What follows belongs to an exercise in optimizing a design on an open flow for small area, a short achievable clock period and few clock cycles; a production flow would make more cautious choices.
Function was not checked in any run shown here: the RTL went through the layout flow alone.
Power and IR drop assume default switching activity. The clock port is modelled as an ideal driver; clocking choices that lean on that would not hold on a real chip.

--- run.sh ---
#!/bin/bash
# synth_recipe.tcl (not shown) runs the flow's synth.tcl, then flattens the netlist and writes it again
# the make line also repeats each setting of config.mk as NAME=value (left out here)
make -C /OpenROAD-flow-scripts/flow DESIGN_CONFIG=/design/flow/config.mk WORK_HOME=/design/flow/orfs CLKGATE_MAP_FILE= SYNTH_SCRIPT=/design/flow/synth_recipe.tcl finish
--- design.v ---
module kiri_tx_encoder (
    input  wire       clk,
    input  wire       rst,           
    input  wire       start,
    output wire       start_ready,
    input  wire [7:0] dst,
    input  wire [7:0] src,
    input  wire [8:0] len,           
    input  wire       in_valid,
    output wire       in_ready,
    input  wire [7:0] in_data,
    output wire       out_valid,
    input  wire       out_ready,
    output wire [7:0] out_data
);
    localparam [2:0] Q_IDLE  = 3'd0,    
                     Q_DST   = 3'd1,
                     Q_SRC   = 3'd2,
                     Q_PAY   = 3'd3,
                     Q_CRCH  = 3'd4,
                     Q_CRCL  = 3'd5,
                     Q_DELIM = 3'd6;
    function [15:0] crc16_byte;
        input [15:0] crc_in;
        input [7:0]  b;
        reg   [15:0] c;
        integer      i;
        begin
            c = crc_in ^ {b, 8'h00};
            for (i = 0; i < 8; i = i + 1)
                c = c[15] ? ((c << 1) ^ 16'h1021) : (c << 1);
            crc16_byte = c;
        end
    endfunction
    reg  [9*256-1:0] ring;           
    wire [8:0]       s0 = ring[8:0];
    reg  [7:0] hoff;                 
    reg  [7:0] toff;                 
    reg  [7:0] ooff;                 
    reg        open;                 
    reg        emp;                  
    reg        full;                 
    reg        h_at0;                
    reg        t_at0;                
    reg        o_at0;                
    wire [255:0] zv;
    genvar g;
    generate
        for (g = 0; g < 256; g = g + 1) begin : zbits
            if (g >= 1 && g <= 254)
                assign zv[g] = ring[9*g + 8];
            else if (g == 255)
                assign zv[g] = 1'b1;     
            else
                assign zv[g] = 1'b0;
        end
    endgenerate
    function [8:0] first_one;        
        input [255:0] v;
        reg   [255:0] f;             
        reg   [127:0] a1; reg [127:0] i1;
        reg   [63:0]  a2; reg [127:0] i2;
        reg   [31:0]  a3; reg [95:0]  i3;
        reg   [15:0]  a4; reg [63:0]  i4;
        reg   [7:0]   a5; reg [39:0]  i5;
        reg   [3:0]   a6; reg [23:0]  i6;
        reg   [1:0]   a7; reg [13:0]  i7;
        reg           a8; reg [7:0]   i8;
        integer n;
        begin
            for (n = 0; n < 128; n = n + 1) begin
                a1[n] = v[2*n] | v[2*n+1];
                i1[n] = ~v[2*n];
            end
            for (n = 0; n < 64; n = n + 1) begin
                a2[n] = a1[2*n] | a1[2*n+1];
                i2[2*n +: 2] = a1[2*n] ? {1'b0, i1[2*n]} : {1'b1, i1[2*n+1]};
            end
            for (n = 0; n < 32; n = n + 1) begin
                a3[n] = a2[2*n] | a2[2*n+1];
                i3[3*n +: 3] = a2[2*n] ? {1'b0, i2[4*n +: 2]} : {1'b1, i2[4*n+2 +: 2]};
            end
            for (n = 0; n < 16; n = n + 1) begin
                a4[n] = a3[2*n] | a3[2*n+1];
                i4[4*n +: 4] = a3[2*n] ? {1'b0, i3[6*n +: 3]} : {1'b1, i3[6*n+3 +: 3]};
            end
            for (n = 0; n < 8; n = n + 1) begin
                a5[n] = a4[2*n] | a4[2*n+1];
                i5[5*n +: 5] = a4[2*n] ? {1'b0, i4[8*n +: 4]} : {1'b1, i4[8*n+4 +: 4]};
            end
            for (n = 0; n < 4; n = n + 1) begin
                a6[n] = a5[2*n] | a5[2*n+1];
                i6[6*n +: 6] = a5[2*n] ? {1'b0, i5[10*n +: 5]} : {1'b1, i5[10*n+5 +: 5]};
            end
            for (n = 0; n < 2; n = n + 1) begin
                a7[n] = a6[2*n] | a6[2*n+1];
                i7[7*n +: 7] = a6[2*n] ? {1'b0, i6[12*n +: 6]} : {1'b1, i6[12*n+6 +: 6]};
            end
            a8 = a7[0] | a7[1];
            i8 = a7[0] ? {1'b0, i7[6:0]} : {1'b1, i7[13:7]};
            first_one = {a8, i8};
        end
    endfunction
    wire [8:0] fo   = first_one(zv);
    wire [7:0] code = fo[7:0];
    reg        ov;                   
    reg  [7:0] od;                   
    reg        sv;                   
    reg  [7:0] sd;
    wire rd       = h_at0 && !emp && !sv && !(s0[8] && !s0[0] && o_at0);
    wire [7:0] rd_byte = !s0[8] ? s0[7:0] : (s0[0] ? 8'h00 : code);
    assign out_valid = ov;
    assign out_data  = od;
    reg  [2:0] q;                    
    reg        pend_n;               
    reg  [7:0] dst_r;
    reg  [7:0] src_r;
    reg  [8:0] owe;                  
    reg  [15:0] crc;
    reg  [7:0] run;                  
    reg  [1:0] hc;                   
    reg  [7:0] h0, h1;
    reg        in_rdy;
    reg        srdy;
    assign start_ready = srdy;
    assign in_ready    = in_rdy;
    reg  split;                      
    reg        have;                 
    reg  [7:0] raw;                  
    always @* begin
        have = 1'b1;
        raw  = 8'h00;
        case (q)
            Q_IDLE:  have = !pend_n;
            Q_DST:   raw  = dst_r;
            Q_SRC:   raw  = src_r;
            Q_PAY:   begin have = (hc != 2'd0); raw = h0; end
            Q_CRCH:  raw  = crc[15:8];
            Q_CRCL:  raw  = crc[7:0];
            default: raw  = 8'h00;
        endcase
        if (split) have = 1'b1;
    end
    wire tail_here = t_at0 && (!full || rd);
    wire ins       = tail_here && have;
    wire is_raw    = !split && (q == Q_DST || q == Q_SRC || q == Q_PAY ||
                                q == Q_CRCH || q == Q_CRCL);
    wire raw_zero  = (raw == 8'h00);
    wire       n_bound = !(is_raw && !raw_zero);            
    wire       n_delim = !split && (q == Q_DELIM);
    wire       n_open  = n_bound && !n_delim;               
    wire [8:0] n_slot  = n_bound ? {1'b1, 7'd0, n_delim} : {1'b0, raw};
    wire pop = ins && !split && (q == Q_PAY);
    reg  [2:0] q_n;
    reg        pend_n_n;
    always @* begin
        q_n      = q;
        pend_n_n = pend_n && !(start && srdy);
        if (ins && !split) begin
            case (q)
                Q_IDLE:  q_n = Q_DST;
                Q_DST:   q_n = Q_SRC;
                Q_SRC:   begin
                             q_n      = (owe == 9'd0 && hc == 2'd0) ? Q_CRCH : Q_PAY;
                             pend_n_n = 1'b1;
                         end
                Q_PAY:   if (owe == 9'd0 && hc == 2'd1) q_n = Q_CRCH;
                Q_CRCH:  q_n = Q_CRCL;
                Q_CRCL:  q_n = Q_DELIM;
                default: q_n = Q_IDLE;
            endcase
        end
    end
    wire push = in_valid && in_rdy;
    wire [1:0] hc_n = hc + {1'b0, push} - {1'b0, pop};
    wire [8:0] owe_n = push ? owe - 9'd1 : ((start && srdy) ? len : owe);
    always @(posedge clk) begin
        ring <= {ins ? n_slot : s0, ring[9*256-1:9]};
    end
    always @(posedge clk) begin
        if (pop) begin
            h0 <= (hc == 2'd2) ? h1 : in_data;
            if (hc == 2'd2) h1 <= in_data;
        end else if (push) begin
            if (hc == 2'd0) h0 <= in_data;
            else            h1 <= in_data;
        end
        if (start && srdy) begin
            dst_r <= dst;
            src_r <= src;
        end
        if (ins) begin
            if (q == Q_PAY && !split) crc <= crc16_byte(crc, h0);
            else if (q == Q_DST && !split) crc <= crc16_byte(16'hFFFF, dst_r);
            else if (q == Q_SRC && !split) crc <= crc16_byte(crc, src_r);
        end
        if (rd && !(ov && !out_ready)) od <= rd_byte;
        else if (!ov || out_ready) od <= sd;
        if (rd && ov && !out_ready) sd <= rd_byte;
    end
    always @(posedge clk) begin
        if (rst) begin
            hoff   <= 8'd0;
            toff   <= 8'd0;
            ooff   <= 8'd0;
            open   <= 1'b0;
            emp    <= 1'b1;
            full   <= 1'b0;
            h_at0  <= 1'b1;
            t_at0  <= 1'b1;
            o_at0  <= 1'b0;
            split  <= 1'b0;
            ov     <= 1'b0;
            sv     <= 1'b0;
            q      <= Q_IDLE;
            pend_n <= 1'b1;
            owe    <= 9'd0;
            srdy   <= 1'b1;
            run    <= 8'd0;
            hc     <= 2'd0;
            in_rdy <= 1'b0;
        end else begin
            hoff  <= emp ? (ins ? 8'd255 : 8'd0) :
                     rd ? 8'd0 : hoff - 8'd1;
            h_at0 <= emp ? !ins : (rd || hoff == 8'd1);
            toff  <= (ins || emp) ? 8'd0 : toff - 8'd1;
            t_at0 <= ins || emp || (toff == 8'd1);
            ooff  <= (ins && n_open) ? 8'd255 : ooff - 8'd1;
            o_at0 <= (ins && n_bound) ? 1'b0 : (open && ooff == 8'd1);
            if (ins && n_bound) open <= n_open;
            if (ins && !rd) begin
                emp  <= 1'b0;
                full <= !emp && (hoff == 8'd1);
            end else if (rd && !ins) begin
                emp  <= (toff == 8'd1);
                full <= 1'b0;
            end
            if (ins) split <= !n_bound && !split && (run == 8'd253);
            if (!ov || out_ready) begin
                ov <= sv || rd;
                sv <= 1'b0;
            end else if (rd) begin
                sv <= 1'b1;
            end
            if (start && srdy) pend_n <= 1'b0;
            owe    <= owe_n;
            hc     <= hc_n;
            in_rdy <= (owe_n != 9'd0) && (hc_n != 2'd2);
            srdy <= pend_n_n && (q_n != Q_PAY);
            if (ins) begin
                run <= (n_bound || split) ? 8'd0 : run + 8'd1;
                if (!split) begin
                    case (q)
                        Q_IDLE:  q <= Q_DST;
                        Q_DST:   q <= Q_SRC;
                        Q_SRC:   begin
                                     q    <= (owe == 9'd0 && hc == 2'd0) ? Q_CRCH : Q_PAY;
                                     pend_n <= 1'b1;
                                 end
                        Q_PAY:   begin
                                     if (owe == 9'd0 && hc == 2'd1) q <= Q_CRCH;
                                 end
                        Q_CRCH:  q <= Q_CRCL;
                        Q_CRCL:  q <= Q_DELIM;
                        default: q <= Q_IDLE;
                    endcase
                end
            end
        end
    end
endmodule
--- constraint.sdc ---
create_clock -name core_clock -period 12.0 [get_ports {clk}]
set_input_delay 2.4000 -clock core_clock [delete_from_list [all_inputs] [get_ports {clk}]]
set_output_delay 2.4000 -clock core_clock [all_outputs]
set_load 0.01 [all_outputs]
--- config.mk ---
export PLATFORM = sky130hd
export DESIGN_NAME = kiri_tx_encoder
export DESIGN_NICKNAME = kiri_tx_encoder
export VERILOG_FILES = /design/flow/design.v
export SDC_FILE = /design/flow/constraint.sdc
export NUM_CORES = 4
export LEC_CHECK = 0
export CAP_MARGIN = 20
export CORE_MARGIN = 2
export CORE_UTILIZATION = 60
export CTS_BUF_LIST = sky130_fd_sc_hd__clkbuf_16
export CTS_CLUSTER_DIAMETER = 50
export CTS_CLUSTER_SIZE = 22
export PLACE_DENSITY = 0.7
export SLEW_MARGIN = 20
==> results.sh, run 1 <==
export IMPL_cp_end_kind="flop"
export IMPL_grt_first_pass_wirelength_um=110200
export IMPL_grt_total_usage_pct=14.42
export IMPL_clk_pin_slew_worst_paths_ns=0.08
export IMPL_cap_violations=0
export IMPL_drc=0
export IMPL_max_stage_delay_ns=0.91
export IMPL_drive_above_1_share_pct=6.848
export IMPL_cp_slowest_cell="dfxtp_1"
export IMPL_worstPathBufferInverterCount=1
export IMPL_die_w_um=307.2
export IMPL_instances_no_fill=4822
export IMPL_cts_repair_resized=0
export IMPL_slew_viol_final=0
export IMPL_finalNetCount=3622
export IMPL_slew_headroom_pct=40.10
export IMPL_via_per_inst=4.659
export IMPL_peakVddDrop_mv=0.1836
export IMPL_fill_cells=6279
export IMPL_path_class="reg2reg"
export IMPL_initialDrtViolationCount=1210
export IMPL_gp_congestion=0.8781
export IMPL_syn_num_nets=3452
export IMPL_yosysWarningCount=1
export IMPL_drtPass1Iterations=6
export IMPL_hold_viol=0
export IMPL_clk_latency_ns=0.74
export IMPL_area_growth_pct=11.15
export IMPL_ant_nets=0
export IMPL_cts_sinks=2426
export IMPL_wirelength_um=66930
export IMPL_initial_utilization_pct=60.36
export IMPL_grt_overflow=0
export IMPL_dieHeight_um=307.2
export IMPL_layout_common_cells="dfxtp_1 (2362), nor2_1 (154), clkbuf_16 (145)"
export IMPL_vias=22470
export IMPL_intPower_mw=11.49
export IMPL_post_place_cells=4616
export IMPL_cts_setup_buffers=0
export IMPL_grt_pass1_vias=21700
export IMPL_postSynthCellCount=3403
export IMPL_die_area_um2=94370
export IMPL_io_buffers=48
export IMPL_synth_area_um2=55160
export IMPL_synth_seq_area_share_pct=89.21
export IMPL_arrival_ns=4.91
export IMPL_power_mw=14.76
export IMPL_yosysUniqueCellTypes=86
export IMPL_p_switching_mw=3.269
export IMPL_power_leakage_nw=23.85
export IMPL_ys_seq_elements=2426
export IMPL_postCtsHoldBufs=0
export IMPL_htreeDepth=4
export IMPL_multiInputGateArea_um2=5633
export IMPL_holdWs_ns=0.3126
export IMPL_clock_path_buffers=3
export IMPL_dpl_worst_slack_ns=7.029
export IMPL_antenna_cells=0
export IMPL_cts_buffers_inserted=141
export IMPL_start_kind="flop"
export IMPL_period_share_pct=36.95
export IMPL_combPwrFrac_pct=5.7
export IMPL_cts_tree="yes"
export IMPL_power_per_cell_area_nw_per_um2=240.7
export IMPL_setup_slack_ns=7.566
export IMPL_synth_edf_count=64
export IMPL_ios=49
export IMPL_num_rows=111
export IMPL_seqCellArea_um2=49210
export IMPL_critical_path_top_delay_family="simple AND/OR/NAND/NOR gates"
export IMPL_switching_share_pct=22.15
export IMPL_rsz0062_at_grt="no"
export IMPL_hold_path_class="reg2reg"
export IMPL_pwr_share_seq_pct=61.8
export IMPL_finalClockSkew_ns=0.01828
export IMPL_antenna_found_initial=2
export IMPL_status="no timing/DRC/antenna violations"
export IMPL_power_frac_clock_pct=32.5
export IMPL_finalCriticalPeriod_ns=4.434
export IMPL_syn_mean_instance_area_um2=16.21
export IMPL_cts_root_buf="clkbuf_16"
export IMPL_core_um2=91390
export IMPL_finalSetupViolCount=0
export IMPL_final_common_cell="dfxtp_1"
export IMPL_dp_hpwl_um=37690
export IMPL_critical_path_required_ns=12.48
export IMPL_tightest_slew_ns=0.8972
export IMPL_synthFlopType="dfxtp_1"
export IMPL_max_freq_mhz=225.5
export IMPL_cp_cell_sequence="nor2_1 -> a21oi_1 -> nand2b_1 -> nand3_1 -> inv_1 -> nand2_1 -> nor3b_2 -> mux2_2"
export IMPL_drt_wirelength_per_cell_um=13.88
export IMPL_grt_max_degree=43
export IMPL_async_flop_share_pct=0
export IMPL_fin_tns_setup_ns=0
export IMPL_cp_max_fo=26
[cells by family (layout without fill, tap and decap cells)]
| group | after synthesis | count (layout) | share of synthesized area [%] |
|---|---|---|---|
| muxes | 30 | 30 | 0.5921 |
| xor gates and xnor gates | 73 | 73 | 1.159 |
| DFF | 2426 | 2426 | 89.21 |
| adders and majority gates | 11 | 11 | 0.2495 |
| and+or+nand+nor | 457 | 457 | 4.407 |
| buffers and inverters | 84 | 317 | 0.5966 |
| AOI/OAI and AO/OA | 322 | 322 | 3.786 |
[through the flow]
stage                     utilization (%)  area [µm²]
after floorplan                         -       55160
after global placement              62.42       57040
after detailed placement            62.42       57040
after CTS                           67.08       61300
after global routing                67.09       61310
final                               67.09       61310
[worst paths after layout]
check | from | endpoint | slack [ns] | depth (start not counted)
worst min-delay path | ring[430] | ring[421] | 0.31 | 0
worst max-delay path | q[0] | h0[5] | 7.57 | 8
worst max register to register | q[0] | h0[5] | 7.57 | 8
worst min register to register | ring[430] | ring[421] | 0.31 | 0
[power groups by stage]
stage	sequential, mW	clock (mW)	combinational (mW)
6_report	9.11	4.79	0.848
5_1_grt	9.20	5.23	0.951
3_5_place_dp	9.29	0	0.836
4_1_cts	9.12	4.94	0.845
2_1_floorplan	9.17	0	0.668
3_3_place_gp	9.29	0	0.820
[Yosys cell counts, types with 9 or more instances]
cell type / instances / area share [%]
dfxtp_1: 2362 / 86
nor2_1: 154 / 1.0
a21oi_1: 103 / 0.93
nand2_1: 73 / 0.50
o21ai_0: 65 / 0.59
edfxtp_1: 64 / 3.5
inv_1: 61 / 0.42
nor4_1: 55 / 0.62
xnor2_1: 38 / 0.60
xor2_1: 35 / 0.56
nor2b_1: 24 / 0.27
nor3_1: 24 / 0.22
or4_1: 22 / 0.30
mux2_2: 21 / 0.43
nand2b_1: 21 / 0.24
o31ai_1: 19 / 0.26
nand3_1: 18 / 0.16
o21bai_1: 17 / 0.23
clkbuf_1: 15 / 0.10
a211oi_1: 14 / 0.19
nand4_1: 12 / 0.14
ha_1: 11 / 0.25
o211ai_1: 11 / 0.15
a221oi_1: 10 / 0.16
a31oi_1: 10 / 0.11
and2_1: 10 / 0.11
a2111oi_0: 9 / 0.14
mux2i_1: 9 / 0.16
[worst reg2reg max path, cell delays in order (launching register included)]
cell and delay, ns:
dfxtp_1 0.91, nor2_1 0.20, a21oi_1 0.23, nand2b_1 0.24
nand3_1 0.50, inv_1 0.76, nand2_1 0.34, nor3b_2 0.59
mux2_2 0.40
[registers in the layout, indices dropped and copies added, names as in the netlist, 2 cells and up]
signal  flops
crc        16
dst_r       8
h0          8
h1          8
hc          2
hoff        8
od          8
ooff        8
owe         9
q           3
ring     2304
run         8
sd          8
src_r       8
toff        8
[routing by layer]
layer	GRT usage, %	part of all wire [%]	vias to the layer above
li1	-	-	11530
met1	22.44	54	10400
met2	19.32	38	379
met3	3.069	4.3	156
met4	6.319	3.0	0
met5	0	0	-
[final cells by class]
class / count / share of cell area [%]
Clock buffer: 145 / 5.918
Multi-Input combinational cell: 893 / 9.188
Sequential cell: 2426 / 80.26
Timing Repair Buffer: 50 / 0.8082
Inverter: 61 / 0.3735
Clock inverter: 61 / 1.031
Tap cell: 1186 / 2.420
==> run 2: changes to the inputs <==
--- a/config.mk
+++ b/config.mk
@@ -11,4 +11,4 @@
 export CTS_BUF_LIST = sky130_fd_sc_hd__clkbuf_16
-export CTS_CLUSTER_DIAMETER = 50
-export CTS_CLUSTER_SIZE = 22
+export CTS_CLUSTER_DIAMETER = 60
+export CTS_CLUSTER_SIZE = 28
 export PLACE_DENSITY = 0.7
==> results.sh, run 2 <==
export IMPL_status="no timing/DRC/antenna violations"
export IMPL_yosysWarningCount=1
export IMPL_yosysUniqueCellTypes=86
export IMPL_postCtsHoldBufs=0
export IMPL_intPower_mw=11.22
export IMPL_drc=0
export IMPL_wirelength_um=66250
export IMPL_power_mw=14.41
export IMPL_finalNetCount=3591
export IMPL_cts_setup_buffers=0
export IMPL_gp_congestion=0.8781
export IMPL_rsz0062_at_grt="no"
export IMPL_synthTopCellsByCount="dfxtp_1 (2362), nor2_1 (154), a21oi_1 (103)"
export IMPL_antenna_cells=0
export IMPL_synth_area_um2=55160
export IMPL_die_w_um=307.2
export IMPL_cts_buffers_inserted=110
export IMPL_max_stage_delay_ns=0.92
export IMPL_async_flop_share_pct=0
export IMPL_largest_register="ring"
export IMPL_slew_viol_final=0
export IMPL_cts_sinks=2426
export IMPL_critical_path_top_delay_family="simple AND/OR/NAND/NOR gates"
export IMPL_cp_cell_sequence="nor2_1 -> a21oi_1 -> nand2b_1 -> nand3_1 -> inv_1 -> nand2_1 -> nor3b_2 -> mux2_2"
export IMPL_power_per_cell_area_nw_per_um2=237.2
export IMPL_critical_path_required_ns=12.45
export IMPL_vias=22280
export IMPL_final_common_cell="dfxtp_1"
export IMPL_grt_max_degree=43
export IMPL_peakVddDrop_mv=0.1930
export IMPL_start_kind="flop"
export IMPL_power_frac_clock_pct=30.9
export IMPL_hold_path_class="reg2reg"
export IMPL_p_switching_mw=3.193
export IMPL_finalClockSkew_ns=0.03217
export IMPL_ys_seq_elements=2426
export IMPL_grt_total_usage_pct=14.11
export IMPL_cts_repair_resized=0
export IMPL_largest_reg_flops=2304
export IMPL_worstPathBufferInverterCount=1
export IMPL_rrSetupSlack_ns=7.58
export IMPL_dieHeight_um=307.2
export IMPL_drive_above_1_share_pct=6.238
export IMPL_min_from="ring[1468]"
export IMPL_drtPass1Iterations=5
export IMPL_initial_utilization_pct=60.36
export IMPL_post_route_util_pct=66.48
export IMPL_arrival_ns=4.87
export IMPL_hold_viol=0
export IMPL_hold_depth=0
export IMPL_syn_num_nets=3452
export IMPL_r2r_cells=8
export IMPL_cp_slowest_cell="dfxtp_1"
export IMPL_max_freq_mhz=226.2
export IMPL_r2r_end="h0[6]"
export IMPL_dp_hpwl_um=37690
export IMPL_htreeDepth=3
export IMPL_core_um2=91390
export IMPL_tightest_slew_ns=0.8626
export IMPL_post_place_cells=4616
export IMPL_syn_mean_instance_area_um2=16.21
export IMPL_io_buffers=48
export IMPL_pwr_share_seq_pct=63.2
export IMPL_grt_pass1_vias=21400
export IMPL_synth_top_area_share_pct=85.73
export IMPL_synth_seq_area_share_pct=89.21
export IMPL_holdPathEnd="ring[1459]"
export IMPL_path_class="reg2reg"
export IMPL_antenna_found_initial=2
export IMPL_cts_root_buf="clkbuf_16"
export IMPL_drt_wirelength_per_cell_um=13.82
export IMPL_r2r_start="q[0]"
export IMPL_num_rows=111
export IMPL_die_area_um2=94370
export IMPL_ios=49
export IMPL_finalSetupViolCount=0
export IMPL_dpl_worst_slack_ns=7.029
export IMPL_synth_edf_count=64
export IMPL_startpoint="q[0]"
export IMPL_clk_pin_slew_worst_paths_ns=0.10
export IMPL_synthFlopType="dfxtp_1"
export IMPL_area_growth_pct=10.14
export IMPL_power_leakage_nw=23.56
export IMPL_setup_slack_ns=7.578
export IMPL_slew_headroom_pct=41.01
export IMPL_finalCriticalPeriod_ns=4.422
export IMPL_synth_top_cell_by_area="dfxtp_1"
export IMPL_cts_tree="yes"
export IMPL_instances_no_fill=4793
export IMPL_switching_share_pct=22.15
export IMPL_clk_latency_ns=0.70
export IMPL_grt_overflow=0
export IMPL_fill_cells=6340
export IMPL_synthTopCellsByArea="dfxtp_1 (86%), edfxtp_1 (3.5%), nor2_1 (1.0%), a21oi_1 (0.93%), nor4_1 (0.62%)"
export IMPL_layout_common_cells="dfxtp_1 (2362), nor2_1 (154), clkbuf_16 (111)"
export IMPL_initialDrtViolationCount=1271
export IMPL_postSynthCellCount=3403
export IMPL_top_regs="ring: 2304 flops, crc: 16 flops, owe: 9 flops"
export IMPL_period_share_pct=36.85
export IMPL_cap_violations=0
export IMPL_fin_tns_setup_ns=0
export IMPL_cp_max_fo=26
export IMPL_grt_first_pass_wirelength_um=109000
export IMPL_via_per_inst=4.647
export IMPL_cp_end_kind="flop"
export IMPL_combPwrFrac_pct=5.9
export IMPL_clock_path_buffers=3
export IMPL_ant_nets=0
export IMPL_synth_most_common_cell="dfxtp_1"
## run 2: cell counts after synthesis
Identical to the previous run, type by type.
## run 2: how the worst max path moves through the flow
stage	slack, ns	cells past startpoint	end
5_1_grt	7.22	8	h0[1]
4_1_cts	7.61	8	h0[6]
6_report	7.58	8	h0[6]
2_1_floorplan	8.05	8	in_rdy
3_3_place_gp	7.06	9	in_rdy
3_5_place_dp	7.03	9	in_rdy
## run 2: stage by stage
stage               hold WS [ns]  cell area, µm²
finish                    0.3168           60750
floorplan                 0.3096           55160
global route              0.3217           60750
CTS                       0.3151           60750
detailed placement        0.3121           57040
global placement          0.3102           57040
## run 2: cells by family (layout without fill, tap and decap cells)
kind of cell / after synthesis / in the layout / share of synthesized area [%]
AND/OR/NAND/NOR: 457 / 457 / 4.407
XOR/XNOR: 73 / 73 / 1.159
AO/OA/AOI/OAI: 322 / 322 / 3.786
adder cells (fa/ha/maj): 11 / 11 / 0.2495
buffers and inverters: 84 / 288 / 0.5966
multiplexers: 30 / 30 / 0.5921
flip-flops: 2426 / 2426 / 89.21
## run 2: power by group through the flow
| stage | Clock, mW | Combinational [mW] | Sequential (mW) |
|---|---|---|---|
| 3_3_place_gp | 0 | 0.820 | 9.29 |
| 5_1_grt | 4.87 | 0.953 | 9.20 |
| 3_5_place_dp | 0 | 0.836 | 9.29 |
| 6_report | 4.45 | 0.848 | 9.11 |
| 4_1_cts | 4.58 | 0.846 | 9.12 |
| 2_1_floorplan | 0 | 0.668 | 9.17 |
## run 2: cell type report
class | count | area (µm²) | share of cell area (%)
multi-input cells | 893 | 5633 | 9.272
flip-flops and latches | 2426 | 49210 | 81.00
clock inverters | 66 | 927.1 | 1.526
clock buffers | 111 | 2778 | 4.572
well taps | 1186 | 1484 | 2.443
repair buffers | 50 | 495.5 | 0.8156
inverters | 61 | 229.0 | 0.3769
## run 2: per-layer routing
metal  up-vias  global-route usage (%)  share of wire, %
li1      11470                       -                 -
met1     10310                   22.62                55
met2       370                   19.07                38
met3       130                   2.835               4.5
met4         0                   4.515               2.8
met5         -                       0                 0
==> run 3: changes to the inputs <==
==> flow/run.sh (new file) <==
#!/bin/bash
# Own layout flow: the standard ORFS flow (standard.sh), with the standard
# synthesis run unchanged, then the layout steps run with our own port-buffer
# cell, clock-tree settings and a tighter setup target for timing repair.
# Each make run's full output goes to its own log file in the work folder.
set -euo pipefail
cd "$(dirname "$0")/.."

bash standard.sh synth > make_synth.log 2>&1

bash standard.sh \
  "BUFFER_PORTS_ARGS=-buffer_cell sky130_fd_sc_hd__buf_2" \
  "CTS_ARGS=-sink_clustering_enable -repair_clock_nets -sink_clustering_size 32 -sink_clustering_max_diameter 60 -buf_list sky130_fd_sc_hd__clkbuf_16" \
  "SETUP_SLACK_MARGIN=8.5" \
  finish > make_layout.log 2>&1
==> standard.sh (new file) <==
#!/bin/bash
# synth_recipe.tcl (not shown) runs the flow's synth.tcl, then flattens the netlist and writes it again
# the make line also repeats each setting of config.mk as NAME=value (left out here)
make -C /OpenROAD-flow-scripts/flow DESIGN_CONFIG=/design/flow/config.mk WORK_HOME=/design/flow/orfs CLKGATE_MAP_FILE= SYNTH_SCRIPT=/design/flow/synth_recipe.tcl "${@:-finish}"
--- a/config.mk
+++ b/config.mk
@@ -10,5 +10,2 @@
 export CORE_UTILIZATION = 60
-export CTS_BUF_LIST = sky130_fd_sc_hd__clkbuf_16
-export CTS_CLUSTER_DIAMETER = 60
-export CTS_CLUSTER_SIZE = 28
 export PLACE_DENSITY = 0.7
removed: run.sh
==> results.sh, run 3 <==
export IMPL_status="no timing/DRC/antenna violations"
export IMPL_synth_top_area_share_pct=85.73
export IMPL_yosysWarningCount=1
export IMPL_placed_area_um2=56830
export IMPL_synth_seq_area_share_pct=89.21
export IMPL_synthSimpleGateAreaFrac_pct=4.407
export IMPL_synthFlopType="dfxtp_1"
export IMPL_clk_pin_slew_worst_paths_ns=0.11
export IMPL_finalClockSkew_ns=0.02788
export IMPL_period_share_pct=31.67
export IMPL_drtPass1Iterations=6
export IMPL_largest_reg_flops=2304
export IMPL_ant_nets=0
export IMPL_clock_path_buffers=3
export IMPL_dpl_worst_slack_ns=7.663
export IMPL_power_leakage_nw=23.63
export IMPL_cp_slowest_cell="edfxtp_1"
export IMPL_antenna_cells=0
export IMPL_async_flop_share_pct=0
export IMPL_drc=0
export IMPL_cp_max_fo=1
export IMPL_slew_headroom_pct=41.08
export IMPL_max_stage_delay_ns=0.50
export IMPL_cts_root_buf="clkbuf_16"
export IMPL_cap_violations=0
export IMPL_worstPathBufferInverterCount=1
export IMPL_grt_first_pass_wirelength_um=110400
export IMPL_grt_overflow=0
export IMPL_final_area_um2=60780
export IMPL_hold_path_class="reg2reg"
export IMPL_path_class="reg2out"
export IMPL_r2r_cells=9
export IMPL_syn_num_nets=3452
export IMPL_rsz0062_at_grt="yes"
export IMPL_num_rows=111
export IMPL_synthXorXnorAreaFrac_pct=1.159
export IMPL_peakVddDrop_mv=0.1829
export IMPL_antenna_found_initial=1
export IMPL_hold_viol=0
export IMPL_finalSetupViolCount=0
export IMPL_htreeDepth=3
export IMPL_fill_cells=6304
export IMPL_gp_congestion=0.8413
export IMPL_post_route_util_pct=66.51
export IMPL_via_per_inst=4.620
export IMPL_finalNetCount=3593
export IMPL_dp_hpwl_um=37990
export IMPL_critical_path_top_delay_family="flip-flops"
export IMPL_largest_register="ring"
export IMPL_cp_cell_sequence="buf_2"
export IMPL_wirelength_um=66790
export IMPL_drive_above_1_share_pct=8.545
export IMPL_synth_area_mux_share_pct=0.5920
export IMPL_die_w_um=307.2
export IMPL_slew_viol_final=0
export IMPL_setup_slack_ns=8.199
export IMPL_cp_end_kind="output pin"
export IMPL_cts_buffers_inserted=109
export IMPL_drt_wirelength_per_cell_um=13.87
export IMPL_dieHeight_um=307.2
export IMPL_cts_sinks=2426
export IMPL_postSynthCellCount=3403
export IMPL_tightest_slew_ns=0.8839
export IMPL_arrival_ns=1.40
export IMPL_critical_path_required_ns=9.60
export IMPL_initialDrtViolationCount=1446
export IMPL_synth_most_common_cell="dfxtp_1"
export IMPL_start_kind="flop"
export IMPL_syn_mean_instance_area_um2=16.21
export IMPL_r2r_end="h0[6]"
export IMPL_yosysUniqueCellTypes=86
export IMPL_area_growth_pct=10.19
export IMPL_r2r_start="q[0]"
export IMPL_io_buffers=48
export IMPL_startpoint="od[6]"
export IMPL_synthTopCellsByArea="dfxtp_1 (86%), edfxtp_1 (3.5%), nor2_1 (1.0%), a21oi_1 (0.93%), nor4_1 (0.62%)"
export IMPL_finalCriticalPeriod_ns=3.801
export IMPL_top_regs="ring: 2304 flops, crc: 16 flops, owe: 9 flops"
export IMPL_synth_top_cell_by_area="dfxtp_1"
export IMPL_synth_compound_area_share_pct=3.786
export IMPL_layout_common_cells="dfxtp_1 (2357), nor2_1 (153), clkbuf_16 (111)"
export IMPL_synth_area_um2=55160
export IMPL_core_um2=91390
export IMPL_endpoint="out_data[6]"
export IMPL_power_per_cell_area_nw_per_um2=237.7
export IMPL_initial_utilization_pct=60.36
export IMPL_rrSetupSlack_ns=8.79
export IMPL_synthTopCellsByCount="dfxtp_1 (2362), nor2_1 (154), a21oi_1 (103)"
export IMPL_ios=49
export IMPL_grt_max_degree=43
export IMPL_fin_tns_setup_ns=0
export IMPL_ys_seq_elements=2426
export IMPL_die_area_um2=94370
export IMPL_crit_cells=1
export IMPL_grt_total_usage_pct=14.29
export IMPL_vias=22240
export IMPL_max_freq_mhz=263.1
export IMPL_synth_edf_count=64
export IMPL_synth_top_family_by_area="simple AND/OR/NAND/NOR gates"
export IMPL_clk_latency_ns=0.71
export IMPL_grt_pass1_vias=21600
export IMPL_final_common_cell="dfxtp_1"
export IMPL_cts_tree="yes"
export IMPL_synth_fa_ha_area_share_pct=0.2495
## run 3: cell counts after synthesis
Identical to the previous run, type by type.
## run 3: area by class of cell
cell class	instances	area (µm²)	area share, %
Sequential cell	2426	49220	80.98
Multi-Input combinational cell	893	5672	9.332
Timing Repair Buffer	53	315.3	0.5188
Tap cell	1186	1484	2.442
Clock buffer	111	2778	4.570
Inverter	61	232.7	0.3829
Clock inverter	84	1079	1.775
## run 3: where the power goes
group / switching [mW] / leakage (nW) / total (mW) / internal (mW)
combinational: 0.479 / 2.03 / 0.845 / 0.366
sequential: 0.294 / 19.7 / 9.13 / 8.83
clock: 2.58 / 1.87 / 4.48 / 1.90
## run 3: metal layers
metal / vias to the layer above / track usage, % / part of all wire [%]
met4: 0 / 5.275 / 3.0
met5: - / 0 / 0
met1: 10310 / 22.89 / 56
met2: 327 / 19.27 / 38
met3: 142 / 2.533 / 3.6
li1: 11460 / - / -
## run 3: timing repair
item | 4_1_cts | 5_1_grt
endpoints found under the setup margin | 29 | 30
gates resized for setup | 11 | 7
hold buffers | 0 | 0
setup buffers | 3 | 0
## run 3: worst min path at each step
stage	end	depth (start not counted)	startpoint	slack, ns
CTS	ring[1454]	0	ring[1463]	0.32
floorplan	ring[0]	0	ring[9]	0.31
global placement	ring[1258]	0	ring[1267]	0.31
detailed placement	ring[1305]	0	ring[1314]	0.31
finish	ring[852]	0	ring[861]	0.32
global route	ring[52]	0	ring[61]	0.32
## run 3: logic make-up (layout without fill, tap and decap cells)
group,count (synthesis),after routing
multiplexers,30,30
AND/OR/NAND/NOR,457,457
adder cells (fa/ha/maj),11,11
buffers and inverters,84,309
XOR/XNOR,73,73
AO/OA/AOI/OAI,322,322
flip-flops,2426,2426
## run 3: per-stage QoR
| stage | total power, mW | hold WS, ns | instances |
|---|---|---|---|
| 2_1_floorplan | 9.841 | 0.3096 | 3403 |
| 3_3_place_gp | 10.11 | 0.3102 | 4616 |
| 3_5_place_dp | 10.12 | 0.3121 | 4616 |
| 4_1_cts | 14.59 | 0.3162 | 4814 |
| 5_1_grt | 15.07 | 0.3220 | 4814 |
| 6_report | 14.45 | 0.3185 | 4814 |
==> run 4: changes to the inputs <==
--- a/design.v
+++ b/design.v
@@ -107,5 +107,4 @@
     reg  [7:0] od;                   
-    reg        sv;                   
-    reg  [7:0] sd;
-    wire rd       = h_at0 && !emp && !sv && !(s0[8] && !s0[0] && o_at0);
+    reg  [7:0] od_n;                 
+    wire rd       = h_at0 && !emp && (!ov || out_ready) && !(s0[8] && !s0[0] && o_at0);
     wire [7:0] rd_byte = !s0[8] ? s0[7:0] : (s0[0] ? 8'h00 : code);
@@ -196,5 +195,4 @@
         end
-        if (rd && !(ov && !out_ready)) od <= rd_byte;
-        else if (!ov || out_ready) od <= sd;
-        if (rd && ov && !out_ready) sd <= rd_byte;
+        od <= rd ? rd_byte : ~od_n;
+        if (rd) od_n <= ~rd_byte;
     end
@@ -213,3 +211,2 @@
             ov     <= 1'b0;
-            sv     <= 1'b0;
             q      <= Q_IDLE;
@@ -238,8 +235,3 @@
             if (ins) split <= !n_bound && !split && (run == 8'd253);
-            if (!ov || out_ready) begin
-                ov <= sv || rd;
-                sv <= 1'b0;
-            end else if (rd) begin
-                sv <= 1'b1;
-            end
+            ov <= rd || (ov && !out_ready);
             if (start && srdy) pend_n <= 1'b0;
==> results.sh, run 4 <==
export IMPL_status="no timing/DRC/antenna violations"
export IMPL_cts_sinks=2425
export IMPL_cp_cell_sequence="buf_6"
export IMPL_clk_latency_ns=0.73
export IMPL_wirelength_um=68510
export IMPL_vias=22640
export IMPL_postSynthCellCount=3442
export IMPL_grt_max_degree=42
export IMPL_yosysUniqueCellTypes=77
export IMPL_grt_first_pass_wirelength_um=113700
export IMPL_core_um2=91390
export IMPL_async_flop_share_pct=0
export IMPL_via_per_inst=4.660
export IMPL_synthTopCellsByCount="dfxtp_1 (2369), nor2_1 (138), a21oi_1 (100)"
export IMPL_drtPass1Iterations=5
export IMPL_cts_root_buf="clkbuf_16"
export IMPL_largest_reg_flops=2304
export IMPL_synth_top_cell_by_area="dfxtp_1"
export IMPL_r2r_cells=12
export IMPL_synth_area_um2=55240
export IMPL_grt_pass1_vias=22060
export IMPL_yosysWarningCount=1
export IMPL_instances_no_fill=4859
export IMPL_holdWs_ns=0.3108
export IMPL_power_per_cell_area_nw_per_um2=234.4
export IMPL_grt_total_usage_pct=14.75
export IMPL_finalCriticalPeriod_ns=3.631
export IMPL_area_growth_pct=10.80
export IMPL_final_common_cell="dfxtp_1"
export IMPL_ant_nets=0
export IMPL_slew_viol_final=0
export IMPL_hold_depth=0
export IMPL_drt_wirelength_per_cell_um=14.10
export IMPL_top_regs="ring: 2304 flops, crc: 16 flops, owe: 9 flops"
export IMPL_r2r_start="q[1]"
export IMPL_grt_overflow=0
export IMPL_hold_path_class="reg2reg"
export IMPL_fin_tns_setup_ns=0
export IMPL_fill_cells=6216
export IMPL_critical_path_top_delay_family="flip-flops"
export IMPL_synthTopCellsByArea="dfxtp_1 (86%), edfxtp_1 (3.0%), nor2_1 (0.94%), a21oi_1 (0.91%), xnor2_1 (0.67%)"
export IMPL_cts_buffers_inserted=113
export IMPL_multiInputGateArea_um2=5812
export IMPL_power_leakage_nw=23.84
export IMPL_die_w_um=307.4
export IMPL_r2r_end="in_rdy"
export IMPL_synth_seq_area_share_pct=88.90
export IMPL_slew_headroom_pct=27.30
export IMPL_drc=0
export IMPL_antenna_found_initial=1
export IMPL_cap_violations=0
export IMPL_synthFlopType="dfxtp_1"
export IMPL_seqCellArea_um2=49130
export IMPL_rrSetupSlack_ns=8.88
export IMPL_io_buffers=48
export IMPL_period_share_pct=30.26
export IMPL_drive_above_1_share_pct=8.361
export IMPL_max_stage_delay_ns=0.41
export IMPL_gp_congestion=0.8117
export IMPL_cp_max_fo=1
export IMPL_syn_num_nets=3491
export IMPL_synth_top_area_share_pct=85.86
export IMPL_start_kind="flop"
export IMPL_postCtsHoldBufs=0
export IMPL_worstPathBufferInverterCount=1
export IMPL_min_from="ring[1743]"
export IMPL_dp_hpwl_um=38840
export IMPL_holdPathEnd="ring[1734]"
export IMPL_critical_path_required_ns=9.60
export IMPL_post_place_cells=4646
export IMPL_tightest_slew_ns=1.088
export IMPL_max_freq_mhz=275.4
export IMPL_clock_path_buffers=3
export IMPL_htreeDepth=3
export IMPL_rsz0062_at_grt="yes"
export IMPL_largest_register="ring"
export IMPL_initial_utilization_pct=60.44
export IMPL_finalClockSkew_ns=0.04124
export IMPL_cp_end_kind="output pin"
export IMPL_dieHeight_um=307.4
export IMPL_cts_tree="yes"
export IMPL_synth_edf_count=56
export IMPL_finalNetCount=3631
export IMPL_ios=49
export IMPL_path_class="reg2out"
export IMPL_syn_mean_instance_area_um2=16.05
export IMPL_peakVddDrop_mv=0.2294
export IMPL_ys_seq_elements=2425
export IMPL_layout_common_cells="dfxtp_1 (2357), nor2_1 (138), clkbuf_16 (114)"
export IMPL_synth_most_common_cell="dfxtp_1"
export IMPL_die_area_um2=94500
export IMPL_clk_pin_slew_worst_paths_ns=0.11
export IMPL_initialDrtViolationCount=1381
export IMPL_cp_slowest_cell="dfxtp_4"
export IMPL_num_rows=111
export IMPL_arrival_ns=1.23
export IMPL_hold_viol=0
export IMPL_finalSetupViolCount=0
run 4: stage by stage:
step	area (µm²)	util [%]	setup WS [ns]	power [mW]
floorplan	55300	-	7.732	9.548
global placement	56860	62.23	6.946	9.756
detailed placement	56870	62.23	6.936	9.766
CTS	61180	66.95	8.298	14.49
global route	61200	66.97	8.323	14.94
finish	61200	66.97	8.369	14.35
run 4: per-layer routing:
layer | global-route usage (%) | vias up | share of wire (%) | routed length [µm]
li1 | - | 11660 | - | -
met3 | 3.049 | 134 | 4.7 | 3218
met5 | 0 | - | 0.025 | 17
met1 | 23.14 | 10500 | 54 | 36750
met2 | 20.28 | 351 | 39 | 26890
met4 | 5.048 | 2 | 2.4 | 1636
run 4: worst max path at each step:
| stage | slack, ns | end | startpoint | cells after the start |
|---|---|---|---|---|
| global route | 8.32 | out_data[4] | od[4] | 1 |
| floorplan | 7.73 | crc[0] | out_ready | 7 |
| CTS | 8.30 | out_data[4] | od[4] | 1 |
| global placement | 6.95 | in_rdy | out_ready | 13 |
| detailed placement | 6.94 | in_rdy | out_ready | 13 |
| finish | 8.37 | out_data[2] | od[2] | 1 |
run 4: timing repair:
item | CTS | global route
gates cloned | 0 | 0
gates resized for setup | 35 | 1
setup buffers | 6 | 1
setup endpoints to repair | 83 | 30
pin swaps | 3 | 0
run 4: cells by family after synthesis:
| kind of cell | synth area share [%] |
|---|---|
| compound gates | 3.935 |
| simple gates | 4.567 |
| mux | 0.5550 |
| buf+inv | 0.6478 |
| fa+ha+maj | 0.2492 |
| xor+xnor | 1.142 |
| flops | 88.90 |
run 4: final cells by class:
cell class                 instances  share of cell area (%)
antenna                            1                0.004089
clock buffer                     114                   4.661
clock inverter                    91                   2.102
inverter                          60                  0.3762
multi-input combinational        925                   9.497
sequential                      2425                   80.28
tap                             1186                   2.425
timing repair buffer              57                  0.6522
run 4: where the power goes:
group	leakage (nW)	switching, mW	internal (mW)
logic	2.21	0.462	0.362
registers	19.6	0.232	8.59
clock network	2.00	2.66	2.05
==> run 5: changes to the inputs <==
--- a/flow/run.sh
+++ b/flow/run.sh
@@ -12,3 +12,3 @@
   "BUFFER_PORTS_ARGS=-buffer_cell sky130_fd_sc_hd__buf_2" \
-  "CTS_ARGS=-sink_clustering_enable -repair_clock_nets -sink_clustering_size 32 -sink_clustering_max_diameter 60 -buf_list sky130_fd_sc_hd__clkbuf_16" \
+  "CTS_ARGS=-sink_clustering_enable -repair_clock_nets -sink_clustering_size 36 -sink_clustering_max_diameter 60 -buf_list sky130_fd_sc_hd__clkbuf_16" \
   "SETUP_SLACK_MARGIN=8.5" \
--- a/config.mk
+++ b/config.mk
@@ -9,4 +9,4 @@
 export CORE_MARGIN = 2
-export CORE_UTILIZATION = 60
-export PLACE_DENSITY = 0.7
+export CORE_UTILIZATION = 70
+export PLACE_DENSITY = 0.8
 export SLEW_MARGIN = 20
==> results.sh, run 5 <==
export IMPL_slew_headroom_pct=30.61
export IMPL_drtPass1Iterations=8
export IMPL_io_buffers=48
export IMPL_hold_depth=0
export IMPL_postCtsHoldBufs=0
export IMPL_power_leakage_nw=23.67
export IMPL_fin_tns_setup_ns=0
export IMPL_finalClockSkew_ns=0.03648
export IMPL_synthFlopType="dfxtp_1"
export IMPL_r2r_end="o_at0"
export IMPL_layout_common_cells="dfxtp_1 (2358), nor2_1 (138), clkbuf_16 (100)"
export IMPL_period_share_pct=31.30
export IMPL_largest_reg_flops=2304
export IMPL_startpoint="out_ready"
export IMPL_final_common_cell="dfxtp_1"
export IMPL_initial_utilization_pct=70.26
export IMPL_syn_num_nets=3491
export IMPL_synth_top_cell_by_area="dfxtp_1"
export IMPL_cts_root_buf="clkbuf_16"
export IMPL_drive_above_1_share_pct=8.082
export IMPL_hold_path_class="reg2reg"
export IMPL_fill_cells=4146
export IMPL_arrival_ns=4.35
export IMPL_start_kind="primary input"
export IMPL_post_place_cells=4510
export IMPL_critical_path_required_ns=12.60
export IMPL_path_class="in2reg"
export IMPL_synth_top_area_share_pct=85.86
export IMPL_synthTopCellsByCount="dfxtp_1 (2369), nor2_1 (138), a21oi_1 (100)"
export IMPL_largest_register="ring"
export IMPL_finalCriticalPeriod_ns=3.756
export IMPL_grt_first_pass_wirelength_um=140200
export IMPL_peakVddDrop_mv=0.1836
export IMPL_via_per_inst=5.099
export IMPL_ant_nets=0
export IMPL_ios=49
export IMPL_die_area_um2=81170
export IMPL_core_um2=78610
export IMPL_clk_latency_ns=0.71
export IMPL_cts_sinks=2425
export IMPL_cts_tree="yes"
export IMPL_synth_edf_count=56
export IMPL_cp_end_kind="flop"
export IMPL_yosysUniqueCellTypes=77
export IMPL_hold_viol=0
export IMPL_power_per_cell_area_nw_per_um2=234.9
export IMPL_cap_violations=0
export IMPL_yosysWarningCount=1
export IMPL_status="no timing/DRC/antenna violations"
export IMPL_synth_area_um2=55240
export IMPL_grt_pass1_vias=25140
export IMPL_clock_path_buffers=3
export IMPL_dp_hpwl_um=47530
export IMPL_clk_pin_slew_worst_paths_ns=0.10
export IMPL_vias=23970
export IMPL_rrSetupSlack_ns=8.75
export IMPL_cp_max_fo=4
export IMPL_synthTopCellsByArea="dfxtp_1 (86%), edfxtp_1 (3.0%), nor2_1 (0.94%), a21oi_1 (0.91%), xnor2_1 (0.67%)"
export IMPL_rsz0062_at_grt="yes"
export IMPL_postSynthCellCount=3442
export IMPL_syn_mean_instance_area_um2=16.05
export IMPL_dieHeight_um=284.9
export IMPL_antenna_found_initial=7
export IMPL_async_flop_share_pct=0
export IMPL_gp_congestion=0.8609
export IMPL_grt_total_usage_pct=21.91
export IMPL_max_freq_mhz=266.2
export IMPL_area_growth_pct=9.845
export IMPL_min_from="ring[1914]"
export IMPL_ys_seq_elements=2425
export IMPL_finalNetCount=3630
export IMPL_synth_seq_area_share_pct=88.90
export IMPL_cts_buffers_inserted=98
export IMPL_finalSetupViolCount=0
export IMPL_slew_viol_final=0
export IMPL_grt_max_degree=42
export IMPL_synth_most_common_cell="dfxtp_1"
export IMPL_initialDrtViolationCount=1747
export IMPL_drt_wirelength_per_cell_um=18.83
export IMPL_die_w_um=284.9
export IMPL_num_rows=103
export IMPL_htreeDepth=3
export IMPL_holdPathEnd="ring[1905]"
export IMPL_r2r_cells=7
export IMPL_wirelength_um=88530
export IMPL_drc=0
export IMPL_grt_overflow=0
export IMPL_instances_no_fill=4701
export IMPL_tightest_slew_ns=1.039
export IMPL_top_regs="ring: 2304 flops, crc: 16 flops, owe: 9 flops"
export IMPL_r2r_start="q[1]"
-- run 5: cell type report --
cell class | instances | area [µm²] | share of cell area [%]
Tap cell | 1050 | 1314 | 2.165
Antenna cell | 1 | 2.502 | 0.004124
Sequential cell | 2425 | 49130 | 80.97
Multi-Input combinational cell | 925 | 5927 | 9.769
Clock inverter | 69 | 1033 | 1.703
Clock buffer | 100 | 2502 | 4.124
Timing Repair Buffer | 71 | 534.3 | 0.8806
Inverter | 60 | 234.0 | 0.3856
-- run 5: routing by layer --
layer  part of all wire (%)  global-route usage [%]
met1                     44                   29.43
met2                     49                   36.89
met3                    4.8                   3.624
met4                    2.7                   6.872
met5                  0.030                       0
-- run 5: through the flow --
step	power, mW	worst slack [ns]	util (%)	hold slack, ns	instance area (µm²)
floorplan	9.548	7.732	-	0.3096	55300
global placement	9.750	6.706	72.13	0.3107	56700
detailed placement	9.823	6.533	72.13	0.3121	56700
CTS	14.24	8.261	77.02	0.3156	60540
global route	14.70	8.218	77.18	0.3184	60670
finish	14.25	8.244	77.18	0.3122	60670
-- run 5: worst max-delay path: stages --
cell	delay, ns
buf_8	0.10
nor2b_4	0.21
a2111oi_4	0.06
buf_6	0.15
o211ai_4	0.22
clkinv_4	0.16
nand3_2	0.14
nand2_1	0.08
ha_2	0.19
xnor2_2	0.14
xnor2_2	0.16
nor2_1	0.09
a311oi_2	0.23
-- run 5: how the worst max path moves through the flow --
stage                   to  depth (start not counted)  slack (ns)
floorplan           crc[0]                          7        7.73
global placement    crc[2]                          8        6.71
detailed placement  crc[7]                          8        6.53
CTS                 in_rdy                         14        8.26
global route        in_rdy                         13        8.22
finish              in_rdy                         13        8.24
-- run 5: report_power, final --
group | internal [mW] | switching [mW] | total [mW] | leakage [nW]
Combinational | 0.415 | 0.583 | 0.998 | 2.32
Sequential | 8.59 | 0.281 | 8.87 | 19.6
Clock | 1.74 | 2.64 | 4.38 | 1.71
Total | 10.7 | 3.50 | 14.3 | 23.7
-- run 5: cells by family after synthesis --
family | synth area share (%)
DFF | 88.90
and+or+nand+nor | 4.567
AOI/OAI and AO/OA | 3.935
buffers and inverters | 0.6478
xor gates and xnor gates | 1.142
muxes | 0.5550
adders and majority gates | 0.2492
-- run 5: what timing repair did --
action | in CTS | in global routing
pin swaps | 9 | 7
cloned | 1 | 0
buffers inserted | 10 | 10
endpoints found under the setup margin | 106 | 72
resized for setup | 49 | 9
==> run 6: changes to the inputs <==
--- a/design.v
+++ b/design.v
@@ -119,4 +119,5 @@
     reg  [7:0] run;                  
-    reg  [1:0] hc;                   
-    reg  [7:0] h0, h1;
+    reg        split;                
+    reg        hv;                   
+    reg  [7:0] h0;
     reg        in_rdy;
@@ -125,3 +126,3 @@
     assign in_ready    = in_rdy;
-    reg  split;                      
+    wire take = in_valid && in_rdy;
     reg        have;                 
@@ -135,3 +136,3 @@
             Q_SRC:   raw  = src_r;
-            Q_PAY:   begin have = (hc != 2'd0); raw = h0; end
+            Q_PAY:   begin have = hv || take; raw = hv ? h0 : in_data; end
             Q_CRCH:  raw  = crc[15:8];
@@ -151,3 +152,8 @@
     wire [8:0] n_slot  = n_bound ? {1'b1, 7'd0, n_delim} : {1'b0, raw};
-    wire pop = ins && !split && (q == Q_PAY);
+    wire pay_ins = ins && !split && (q == Q_PAY);
+    wire direct  = pay_ins && !hv;
+    wire store   = take && !direct;
+    wire hv_n    = hv ? !pay_ins : store;
+    wire [8:0] owe_n = take ? owe - 9'd1 : ((start && srdy) ? len : owe);
+    wire split_n = ins ? (!n_bound && !split && (run == 8'd253)) : split;
     reg  [2:0] q_n;
@@ -162,6 +168,6 @@
                 Q_SRC:   begin
-                             q_n      = (owe == 9'd0 && hc == 2'd0) ? Q_CRCH : Q_PAY;
+                             q_n      = (owe == 9'd0) ? Q_CRCH : Q_PAY;
                              pend_n_n = 1'b1;
                          end
-                Q_PAY:   if (owe == 9'd0 && hc == 2'd1) q_n = Q_CRCH;
+                Q_PAY:   if (hv ? (owe == 9'd0) : (owe == 9'd1)) q_n = Q_CRCH;
                 Q_CRCH:  q_n = Q_CRCL;
@@ -172,5 +178,2 @@
     end
-    wire push = in_valid && in_rdy;
-    wire [1:0] hc_n = hc + {1'b0, push} - {1'b0, pop};
-    wire [8:0] owe_n = push ? owe - 9'd1 : ((start && srdy) ? len : owe);
     always @(posedge clk) begin
@@ -179,9 +182,3 @@
     always @(posedge clk) begin
-        if (pop) begin
-            h0 <= (hc == 2'd2) ? h1 : in_data;
-            if (hc == 2'd2) h1 <= in_data;
-        end else if (push) begin
-            if (hc == 2'd0) h0 <= in_data;
-            else            h1 <= in_data;
-        end
+        if (store) h0 <= in_data;
         if (start && srdy) begin
@@ -190,6 +187,7 @@
         end
-        if (ins) begin
-            if (q == Q_PAY && !split) crc <= crc16_byte(crc, h0);
-            else if (q == Q_DST && !split) crc <= crc16_byte(16'hFFFF, dst_r);
-            else if (q == Q_SRC && !split) crc <= crc16_byte(crc, src_r);
+        if (ins && !split) begin
+            if (q == Q_DST)
+                crc <= crc16_byte(16'hFFFF, raw);
+            else if (q == Q_SRC || q == Q_PAY)
+                crc <= crc16_byte(crc, raw);
         end
@@ -209,3 +207,2 @@
             o_at0  <= 1'b0;
-            split  <= 1'b0;
             ov     <= 1'b0;
@@ -214,6 +211,7 @@
             owe    <= 9'd0;
+            run    <= 8'd0;
+            split  <= 1'b0;
+            hv     <= 1'b0;
+            in_rdy <= 1'b0;
             srdy   <= 1'b1;
-            run    <= 8'd0;
-            hc     <= 2'd0;
-            in_rdy <= 1'b0;
         end else begin
@@ -234,28 +232,11 @@
             end
-            if (ins) split <= !n_bound && !split && (run == 8'd253);
             ov <= rd || (ov && !out_ready);
-            if (start && srdy) pend_n <= 1'b0;
+            pend_n <= pend_n_n;
+            q      <= q_n;
             owe    <= owe_n;
-            hc     <= hc_n;
-            in_rdy <= (owe_n != 9'd0) && (hc_n != 2'd2);
-            srdy <= pend_n_n && (q_n != Q_PAY);
-            if (ins) begin
-                run <= (n_bound || split) ? 8'd0 : run + 8'd1;
-                if (!split) begin
-                    case (q)
-                        Q_IDLE:  q <= Q_DST;
-                        Q_DST:   q <= Q_SRC;
-                        Q_SRC:   begin
-                                     q    <= (owe == 9'd0 && hc == 2'd0) ? Q_CRCH : Q_PAY;
-                                     pend_n <= 1'b1;
-                                 end
-                        Q_PAY:   begin
-                                     if (owe == 9'd0 && hc == 2'd1) q <= Q_CRCH;
-                                 end
-                        Q_CRCH:  q <= Q_CRCL;
-                        Q_CRCL:  q <= Q_DELIM;
-                        default: q <= Q_IDLE;
-                    endcase
-                end
-            end
+            hv     <= hv_n;
+            split  <= split_n;
+            if (ins) run <= (n_bound || split) ? 8'd0 : run + 8'd1;
+            in_rdy <= (q_n == Q_PAY) && (owe_n != 9'd0) && !hv_n && !split_n;
+            srdy   <= pend_n_n && (q_n != Q_PAY);
         end
--- a/flow/run.sh
+++ b/flow/run.sh
@@ -12,3 +12,3 @@
   "BUFFER_PORTS_ARGS=-buffer_cell sky130_fd_sc_hd__buf_2" \
-  "CTS_ARGS=-sink_clustering_enable -repair_clock_nets -sink_clustering_size 36 -sink_clustering_max_diameter 60 -buf_list sky130_fd_sc_hd__clkbuf_16" \
+  "CTS_ARGS=-sink_clustering_enable -repair_clock_nets -sink_clustering_size 32 -sink_clustering_max_diameter 60 -buf_list sky130_fd_sc_hd__clkbuf_16" \
   "SETUP_SLACK_MARGIN=8.5" \
--- a/config.mk
+++ b/config.mk
@@ -9,4 +9,4 @@
 export CORE_MARGIN = 2
-export CORE_UTILIZATION = 70
-export PLACE_DENSITY = 0.8
+export CORE_UTILIZATION = 60
+export PLACE_DENSITY = 0.7
 export SLEW_MARGIN = 20
==> results.sh, run 6 <==
export IMPL_ios=49
export IMPL_arrival_ns=4.33
export IMPL_synthTopCellsByArea="dfxtp_1 (87%), edfxtp_1 (2.6%), nor2_1 (0.89%), a21oi_1 (0.77%), nor4_1 (0.68%)"
export IMPL_drive_above_1_share_pct=10.11
export IMPL_cts_sinks=2416
export IMPL_fin_tns_setup_ns=0
export IMPL_vias=22600
export IMPL_dp_hpwl_um=41510
export IMPL_area_growth_pct=11.73
export IMPL_synth_seq_area_share_pct=89.47
export IMPL_clock_path_buffers=3
export IMPL_peakVddDrop_mv=0.1643
export IMPL_yosysWarningCount=1
export IMPL_wirelength_um=73290
export IMPL_drtPass1Iterations=6
export IMPL_finalSetupViolCount=0
export IMPL_initialDrtViolationCount=1400
export IMPL_initial_utilization_pct=60.56
export IMPL_cp_end_kind="flop"
export IMPL_pwr_share_seq_pct=60.9
export IMPL_intPower_mw=10.90
export IMPL_cts_buffers_inserted=109
export IMPL_io_buffers=48
export IMPL_finalClockSkew_ns=0.03192
export IMPL_ys_seq_elements=2416
export IMPL_path_class="in2reg"
export IMPL_core_um2=90150
export IMPL_dpl_worst_slack_ns=6.383
export IMPL_slew_headroom_pct=39.29
export IMPL_drc=0
export IMPL_antenna_found_initial=1
export IMPL_grt_max_degree=41
export IMPL_postSynthCellCount=3353
export IMPL_htreeDepth=3
export IMPL_cts_root_buf="clkbuf_16"
export IMPL_largest_reg_flops=2304
export IMPL_postCtsHoldBufs=0
export IMPL_via_per_inst=4.712
export IMPL_cap_violations=0
export IMPL_finalNetCount=3587
export IMPL_grt_first_pass_wirelength_um=120300
export IMPL_hold_path_class="reg2reg"
export IMPL_largest_register="ring"
export IMPL_clk_latency_ns=0.72
export IMPL_synth_edf_count=48
export IMPL_status="no timing/DRC/antenna violations"
export IMPL_start_kind="primary input"
export IMPL_grt_overflow=0
export IMPL_syn_num_nets=3403
export IMPL_synthFlopType="dfxtp_1"
export IMPL_dieHeight_um=305.6
export IMPL_die_w_um=305.6
export IMPL_grt_pass1_vias=22710
export IMPL_synth_top_cell_by_area="dfxtp_1"
export IMPL_switching_share_pct=23.81
export IMPL_power_per_cell_area_nw_per_um2=234.5
export IMPL_rsz0062_at_grt="yes"
export IMPL_layout_common_cells="dfxtp_1 (2356), nor2_1 (128), clkbuf_16 (110)"
export IMPL_top_regs="ring: 2304 flops, crc: 16 flops, owe: 9 flops"
export IMPL_finalCriticalPeriod_ns=3.695
export IMPL_period_share_pct=30.79
export IMPL_synth_top_area_share_pct=86.83
export IMPL_synth_area_um2=54590
export IMPL_critical_path_required_ns=12.63
export IMPL_power_leakage_nw=23.75
export IMPL_final_common_cell="dfxtp_1"
export IMPL_p_switching_mw=3.407
export IMPL_setup_slack_ns=8.305
export IMPL_power_frac_clock_pct=31.6
export IMPL_synth_most_common_cell="dfxtp_1"
export IMPL_max_freq_mhz=270.7
export IMPL_clk_pin_slew_worst_paths_ns=0.11
export IMPL_tightest_slew_ns=0.9029
export IMPL_hold_viol=0
export IMPL_gp_congestion=0.8524
export IMPL_syn_mean_instance_area_um2=16.28
export IMPL_num_rows=110
export IMPL_ant_nets=0
export IMPL_cp_max_fo=6
export IMPL_cts_tree="yes"
export IMPL_drt_wirelength_per_cell_um=15.28
export IMPL_grt_total_usage_pct=15.87
export IMPL_combPwrFrac_pct=7.5
export IMPL_yosysUniqueCellTypes=79
export IMPL_synthTopCellsByCount="dfxtp_1 (2368), nor2_1 (130), a21oi_1 (84)"
export IMPL_slew_viol_final=0
export IMPL_async_flop_share_pct=0
export IMPL_die_area_um2=93420
## run 6: cell types whose count changed after synthesis, moves of 9 or more
cell,previous run,this run
o21ai_0,72,57
a21oi_1,100,84
clkbuf_1,22,13
nand2_1,93,60
mux2_2,13,4
mux2i_1,16,25
## run 6: timing repair
item | in CTS | in global routing
buffers inserted | 13 | 29
gates resized for setup | 53 | 42
pin swaps | 4 | 20
cloned | 1 | 1
endpoints found under the setup margin | 84 | 74
## run 6: routing by layer
metal / part of all wire [%] / wire (µm) / global-route usage (%)
met1: 50 / 36790 / 23.31
met2: 43 / 31510 / 24.01
met3: 4.1 / 2992 / 2.898
met4: 2.7 / 1997 / 5.167
met5: 0 / 0 / 0
## run 6: cell type report
class	count	area (µm²)
inverters	62	241.5
well taps	1176	1471
multi-input cells	854	5763
clock inverters	83	1137
repair buffers	94	762.0
diodes	1	2.502
flip-flops and latches	2416	48870
fillers	5929	29150
clock buffers	110	2753
## run 6: cell families (layout without fill, tap and decap cells)
| kind of cell | after synthesis | in the layout | synth area share, % |
|---|---|---|---|
| flip-flops | 2416 | 2416 | 89.47 |
| buffers and inverters | 83 | 349 | 0.5867 |
| multiplexers | 29 | 29 | 0.5409 |
| XOR/XNOR | 60 | 60 | 0.9878 |
| AO/OA/AOI/OAI | 306 | 306 | 3.729 |
| AND/OR/NAND/NOR | 447 | 447 | 4.407 |
| adder cells (fa/ha/maj) | 12 | 12 | 0.2750 |
| other | 0 | 1 | 0 |
## run 6: metrics by stage
stage	std cells	cell area, µm²	util, %	total power, mW	hold WS (ns)
2_1_floorplan	3353	54760	-	9.471	0.3096
3_3_place_gp	4558	56360	62.52	9.681	0.3113
3_5_place_dp	4558	56360	62.52	9.721	0.3121
4_1_cts	4765	60560	67.18	14.30	0.3163
5_1_grt	4795	61000	67.66	14.86	0.3219
6_report	4796	61000	67.67	14.31	0.3161
## run 6: path summary, 6_finish.rpt
kind | startpoint | endpoint | slack [ns] | cells after the start
min | ring[1778] | ring[1769] | 0.32 | 0
max | out_ready | split | 8.31 | 9
min reg2reg | ring[1778] | ring[1769] | 0.32 | 0
max reg2reg | ring[881] | od_n[5] | 8.84 | 6
## run 6: power groups by stage
stage / Sequential (mW) / Clock, mW / Combinational, mW
4_1_cts: 8.72 / 4.65 / 0.941
3_3_place_gp: 8.87 / 0 / 0.809
2_1_floorplan: 8.80 / 0 / 0.675
6_report: 8.71 / 4.52 / 1.07
3_5_place_dp: 8.88 / 0 / 0.839
5_1_grt: 8.76 / 4.92 / 1.18
## run 6: critical path, stage by stage
cell and delay [ns]:
buf_8 0.09, nand2b_4 0.12, nand4b_1 0.27, a221o_2 0.51, clkinv_4 0.12, and4_4 0.26
nand3_4 0.08, o32ai_4 0.30, nor2b_1 0.16
==> run 7: changes to the inputs <==
--- a/flow/run.sh
+++ b/flow/run.sh
@@ -12,3 +12,3 @@
   "BUFFER_PORTS_ARGS=-buffer_cell sky130_fd_sc_hd__buf_2" \
-  "CTS_ARGS=-sink_clustering_enable -repair_clock_nets -sink_clustering_size 32 -sink_clustering_max_diameter 60 -buf_list sky130_fd_sc_hd__clkbuf_16" \
+  "CTS_ARGS=-sink_clustering_enable -repair_clock_nets -sink_clustering_size 32 -sink_clustering_max_diameter 80 -dont_use_dummy_load -buf_list sky130_fd_sc_hd__clkbuf_16" \
   "SETUP_SLACK_MARGIN=8.5" \
==> results.sh, run 7 <==
export IMPL_fill_cells=6133
export IMPL_drt_wirelength_per_cell_um=15.17
export IMPL_r2r_cells=6
export IMPL_critical_path_top_delay_family="simple AND/OR/NAND/NOR gates"
export IMPL_io_buffers=48
export IMPL_ys_seq_elements=2416
export IMPL_via_per_inst=4.736
export IMPL_die_area_um2=93420
export IMPL_synth_area_um2=54590
export IMPL_drtPass1Iterations=7
export IMPL_postCtsHoldBufs=0
export IMPL_grt_overflow=0
export IMPL_vias=22170
export IMPL_cts_buffers_inserted=87
export IMPL_synthTopCellsByArea="dfxtp_1 (87%), edfxtp_1 (2.6%), nor2_1 (0.89%), a21oi_1 (0.77%), nor4_1 (0.68%)"
export IMPL_ant_nets=0
export IMPL_multiInputGateArea_um2=5811
export IMPL_largest_reg_flops=2304
export IMPL_top_regs="ring: 2304 flops, crc: 16 flops, owe: 9 flops"
export IMPL_num_rows=110
export IMPL_grt_max_degree=41
export IMPL_seqCellArea_um2=48870
export IMPL_cp_max_fo=5
export IMPL_synth_compound_area_share_pct=3.729
export IMPL_final_common_cell="dfxtp_1"
export IMPL_clock_path_buffers=3
export IMPL_syn_num_nets=3403
export IMPL_placed_area_um2=56360
export IMPL_status="no timing/DRC/antenna violations"
export IMPL_synthTopCellsByCount="dfxtp_1 (2368), nor2_1 (130), a21oi_1 (84)"
export IMPL_worstPathBufferInverterCount=4
export IMPL_cp_cell_sequence="buf_8 -> nand2b_4 -> nand4b_1 -> buf_6 -> a221o_2 -> clkinv_4 -> buf_12 -> ha_4 -> or4b_4 -> a21oi_2"
export IMPL_setup_slack_ns=8.258
export IMPL_r2r_end="od_n[5]"
export IMPL_core_um2=90150
export IMPL_path_class="in2reg"
export IMPL_clk_latency_ns=0.68
export IMPL_synthFlopType="dfxtp_1"
export IMPL_wirelength_um=71020
export IMPL_r2r_start="ring[881]"
export IMPL_post_route_util_pct=65.71
export IMPL_period_share_pct=31.18
export IMPL_layout_common_cells="dfxtp_1 (2356), nor2_1 (128), clkbuf_16 (87)"
export IMPL_power_leakage_nw=22.91
export IMPL_fin_tns_setup_ns=0
export IMPL_finalNetCount=3557
export IMPL_drive_above_1_share_pct=7.561
export IMPL_dieHeight_um=305.6
export IMPL_area_growth_pct=8.503
export IMPL_hold_viol=0
export IMPL_synth_most_common_cell="dfxtp_1"
export IMPL_finalSetupViolCount=0
export IMPL_cp_slowest_cell="or4b_4"
export IMPL_initial_utilization_pct=60.56
export IMPL_synth_top_family_by_area="simple AND/OR/NAND/NOR gates"
export IMPL_drc=0
export IMPL_synth_fa_ha_area_share_pct=0.2750
export IMPL_slew_headroom_pct=37.61
export IMPL_min_from="ring[2131]"
export IMPL_ios=49
export IMPL_synth_seq_area_share_pct=89.47
export IMPL_hold_depth=0
export IMPL_antenna_found_initial=1
export IMPL_rrSetupSlack_ns=8.85
export IMPL_synth_area_mux_share_pct=0.5409
export IMPL_largest_register="ring"
export IMPL_max_stage_delay_ns=0.48
export IMPL_cp_end_kind="flop"
export IMPL_hold_path_class="reg2reg"
export IMPL_cts_root_buf="clkbuf_16"
export IMPL_synth_top_area_share_pct=86.83
==> run 7: per-layer routing <==
metal | up-vias | GRT usage [%] | wire, µm
met1 | 10450 | 22.64 | 36620
met2 | 343 | 23.35 | 30120
met5 | - | 0 | 0
met4 | 0 | 4.456 | 1777
li1 | 11270 | - | -
met3 | 115 | 2.738 | 2505
==> run 7: layout make-up <==
| type | instances | area share (%) |
|---|---|---|
| Inverter | 62 | 0.4013 |
| Clock buffer | 87 | 3.675 |
| Tap cell | 1176 | 2.484 |
| Multi-Input combinational cell | 854 | 9.809 |
| Timing Repair Buffer | 86 | 1.130 |
| Sequential cell | 2416 | 82.50 |
==> run 7: power breakdown <==
part	internal (mW)	switching (mW)	total [mW]
Combinational	0.493	0.549	1.04
Clock	1.31	2.11	3.42
Sequential	8.49	0.223	8.71
Total	10.3	2.88	13.2
==> run 7: worst max path at each step <==
stage | from | endpoint | slack [ns] | cells after the start
after global placement | out_ready | crc[15] | 6.46 | 7
after global routing | start | in_rdy | 8.25 | 8
after floorplan | out_ready | full | 7.65 | 8
final | out_ready | full | 8.26 | 10
after detailed placement | out_ready | crc[8] | 6.38 | 7
after CTS | out_ready | full | 8.26 | 10
==> run 7: logic make-up (layout without fill, tap and decap cells) <==
logic type	count (synthesis)	in the layout
compound gates	306	306
xor+xnor	60	60
fa+ha+maj	12	12
buf+inv	83	235
flops	2416	2416
mux	29	29
simple gates	447	447
==> run 7: timing repair <==
item,CTS,global route
buffers inserted,16,20
resized for setup,44,53
endpoints found under the setup margin,96,88
pin swaps,4,14
==> run 7: metrics by stage <==
step / instances / hold WS (ns) / power [mW]
4_1_cts: 4661 / 0.2895 / 13.18
3_5_place_dp: 4558 / 0.3121 / 9.721
6_report: 4681 / 0.2907 / 13.18
3_3_place_gp: 4558 / 0.3113 / 9.681
5_1_grt: 4681 / 0.2862 / 13.70
2_1_floorplan: 3353 / 0.3096 / 9.471
